Source: an optimization exercise on an open RTL-to-GDS flow (aim: small area). Production flows keep margins and buffers that such runs may drop. Function was checked by simulation only, so behaviour that the tests miss may differ from the original. Power is estimated from default activity; no workload was simulated.

==> flow/design.v (excerpt) <==
module imu_frame_sync (
    input  wire         clk,
    input  wire         rst,
    input  wire         in_valid,
    input  wire [7:0]   in_data,
    output wire         in_ready,
    output wire         out_valid,
    input  wire         out_ready,
    output wire [287:0] out_frame,
    output wire [15:0]  status_raw,
    output wire [23:0]  gyro_x_raw,
    output wire [23:0]  gyro_y_raw,
    output wire [23:0]  gyro_z_raw,
    output wire [23:0]  acc_x_raw,
    output wire [23:0]  acc_y_raw,
    output wire [23:0]  acc_z_raw,
    output wire [23:0]  acc_hg_x_raw,
    output wire [15:0]  temp_raw,
    output wire [7:0]   sw_version,
    output wire [7:0]   frame_counter,
    output wire [15:0]  checksum_raw,
    output wire         high_g_sensor_in_all_axes,
    output wire         acc_x_ok,
    output wire         acc_y_ok,
    output wire         acc_z_ok,
    output wire         gyro_x_ok,
    output wire         gyro_y_ok,
    output wire         gyro_z_ok,
    output wire         sync_signal_exists,
    output wire         normal_mode,
    output wire         bit_mode,
    output wire         fault_mode,
    output wire         gyro_ranges_ok,
    output wire [23:0]  gyro_x_s,
    output wire [23:0]  gyro_y_s,
    output wire [23:0]  gyro_z_s,
    output wire [23:0]  acc_x_s,
    output wire [23:0]  acc_y_s,
    output wire [24:0]  acc_z_s,
    output wire [23:0]  acc_hg_x_s,
    output wire [15:0]  temp_tenths,
    output wire         desync_evt,
    output wire [15:0]  desync_count
);
Size in the first run: about 850 cells after synthesis, ~300 flip-flops, ~750 I/O pins.
==> flow/config.mk <==
export PLATFORM = sky130hd
export DESIGN_NAME = imu_frame_sync
export DESIGN_NICKNAME = imu_frame_sync
export VERILOG_FILES = /design/flow/design.v
export SDC_FILE = /design/flow/constraint.sdc
export NUM_CORES = 4
export LEC_CHECK = 0
export CAP_MARGIN = 20
export CORE_AREA = 5 5 135 135
export DIE_AREA = 0 0 140 140
export SLEW_MARGIN = 20
export BUFFER_PORTS_ARGS = -buffer_cell sky130_fd_sc_hd__buf_1
export PLACE_PINS_ARGS = -min_distance 1 -min_distance_in_tracks
export CTS_ARGS = -sink_clustering_enable -repair_clock_nets -dont_use_dummy_load -buf_list {sky130_fd_sc_hd__clkbuf_8} -sink_clustering_size 22 -sink_clustering_max_diameter 55
export SKIP_REPAIR_TIE_FANOUT = 1
==> flow/constraint.sdc <==
create_clock -name core_clock -period 5.0 [get_ports {clk}]
set_input_delay 1.0000 -clock core_clock [delete_from_list [all_inputs] [get_ports {clk}]]
set_output_delay 1.0000 -clock core_clock [all_outputs]
set_load 0.01 [all_outputs]
standard.sh (not shown) runs the stock make flow with config.mk's settings and CLKGATE_MAP_FILE= SYNTH_SCRIPT=/design/flow/synth_recipe.tcl, a recipe that flattens the netlist after the stock synthesis.
==> flow/flow/run.sh <==
#!/bin/bash
# Standard layout, with these changes: ports are buffered with the smallest
# buffer (buf_1) instead of clkdlybuf4s50_1; pins may sit one track apart so
# the die can be small and the placement compact; CTS uses clkbuf_8 with
# larger sink clusters and no dummy loads. Each ORFS step keeps its own log
# under orfs/logs; make's full output goes to make.log.
set -euo pipefail
cat >> config.mk <<'EOF'
export BUFFER_PORTS_ARGS = -buffer_cell sky130_fd_sc_hd__buf_1
export PLACE_PINS_ARGS = -min_distance 1 -min_distance_in_tracks
export CTS_ARGS = -sink_clustering_enable -repair_clock_nets -dont_use_dummy_load -buf_list {sky130_fd_sc_hd__clkbuf_8} -sink_clustering_size 22 -sink_clustering_max_diameter 55
export SKIP_REPAIR_TIE_FANOUT = 1
EOF
bash standard.sh > make.log 2>&1
Next try:
--- a/flow/flow/run.sh
+++ b/flow/flow/run.sh
@@ -10,3 +10,3 @@
 export PLACE_PINS_ARGS = -min_distance 1 -min_distance_in_tracks
-export CTS_ARGS = -sink_clustering_enable -repair_clock_nets -dont_use_dummy_load -buf_list {sky130_fd_sc_hd__clkbuf_8} -sink_clustering_size 22 -sink_clustering_max_diameter 55
+export CTS_ARGS = -sink_clustering_enable -repair_clock_nets -dont_use_dummy_load -buf_list {sky130_fd_sc_hd__clkbuf_8} -sink_clustering_size 20 -sink_clustering_max_diameter 60
 export SKIP_REPAIR_TIE_FANOUT = 1
==> flow/config.mk (replaced) <==
export PLATFORM = sky130hd
export DESIGN_NAME = imu_frame_sync
export DESIGN_NICKNAME = imu_frame_sync
export VERILOG_FILES = /design/flow/design.v
export SDC_FILE = /design/flow/constraint.sdc
export NUM_CORES = 4
export LEC_CHECK = 0
export CAP_MARGIN = 20
export CORE_AREA = 5 5 155 155
export DIE_AREA = 0 0 160 160
export SLEW_MARGIN = 20
export BUFFER_PORTS_ARGS = -buffer_cell sky130_fd_sc_hd__buf_1
export PLACE_PINS_ARGS = -min_distance 1 -min_distance_in_tracks
export CTS_ARGS = -sink_clustering_enable -repair_clock_nets -dont_use_dummy_load -buf_list {sky130_fd_sc_hd__clkbuf_8} -sink_clustering_size 20 -sink_clustering_max_diameter 60
export SKIP_REPAIR_TIE_FANOUT = 1
Effect: Clock power went up by about 10%. Setup slack improved by 0.024 ns. Clock skew rises by 0.034 ns. Via count falls by 3.9%.
Next try:
--- a/flow/config.mk
+++ b/flow/config.mk
@@ -8,4 +8,4 @@
 export CAP_MARGIN = 20
-export CORE_AREA = 5 5 155 155
-export DIE_AREA = 0 0 160 160
+export CORE_AREA = 5 5 135 135
+export DIE_AREA = 0 0 140 140
 export SLEW_MARGIN = 20
The changed run produced a clean layout.
Area after synthesis does not change.
Final cell count went down by 4.7%.
Setup slack is worse by 0.024 ns.
Wire length went up by 3.8%.
Global-route usage went up by 8.2 points.
Core utilization went up by 18 points.
Total power went down by about 2%.

==> what the ideal ports hide <==
The results above use ideal ports. As a check the final layouts listed here were re-extracted and re-timed, cells and wires unchanged.
Step 1: set_driving_cell puts a clkbuf_16 on clk and a buf_2 on each other input, an assumption about the parent block.
Step 2 also shifts input and output timing later by t, the mid clock arrival at the registers, as if the neighbouring blocks saw the same clock.
a / b / c = no drivers / after step 1 / after step 2; a / b = the first two.
run	t, ns	slack for setup (ns)	worst setup path after step 2	clock arrival spread, ns
the first run	0.547	0.265 / 0.282 / -0.266	input to register	0.038 / 0.039
the second run	0.541	0.289 / 0.302 / -0.239	input to register	0.066 / 0.066
the third run	0.550	0.265 / 0.284 / -0.265	input to register	0.025 / 0.025
Met with ideal ports but missed after step 2: setup timing in every run listed. For the first run, which loses most, drivers alone change the setup slack by +0.017 ns; drivers and shift together by -0.531 ns.
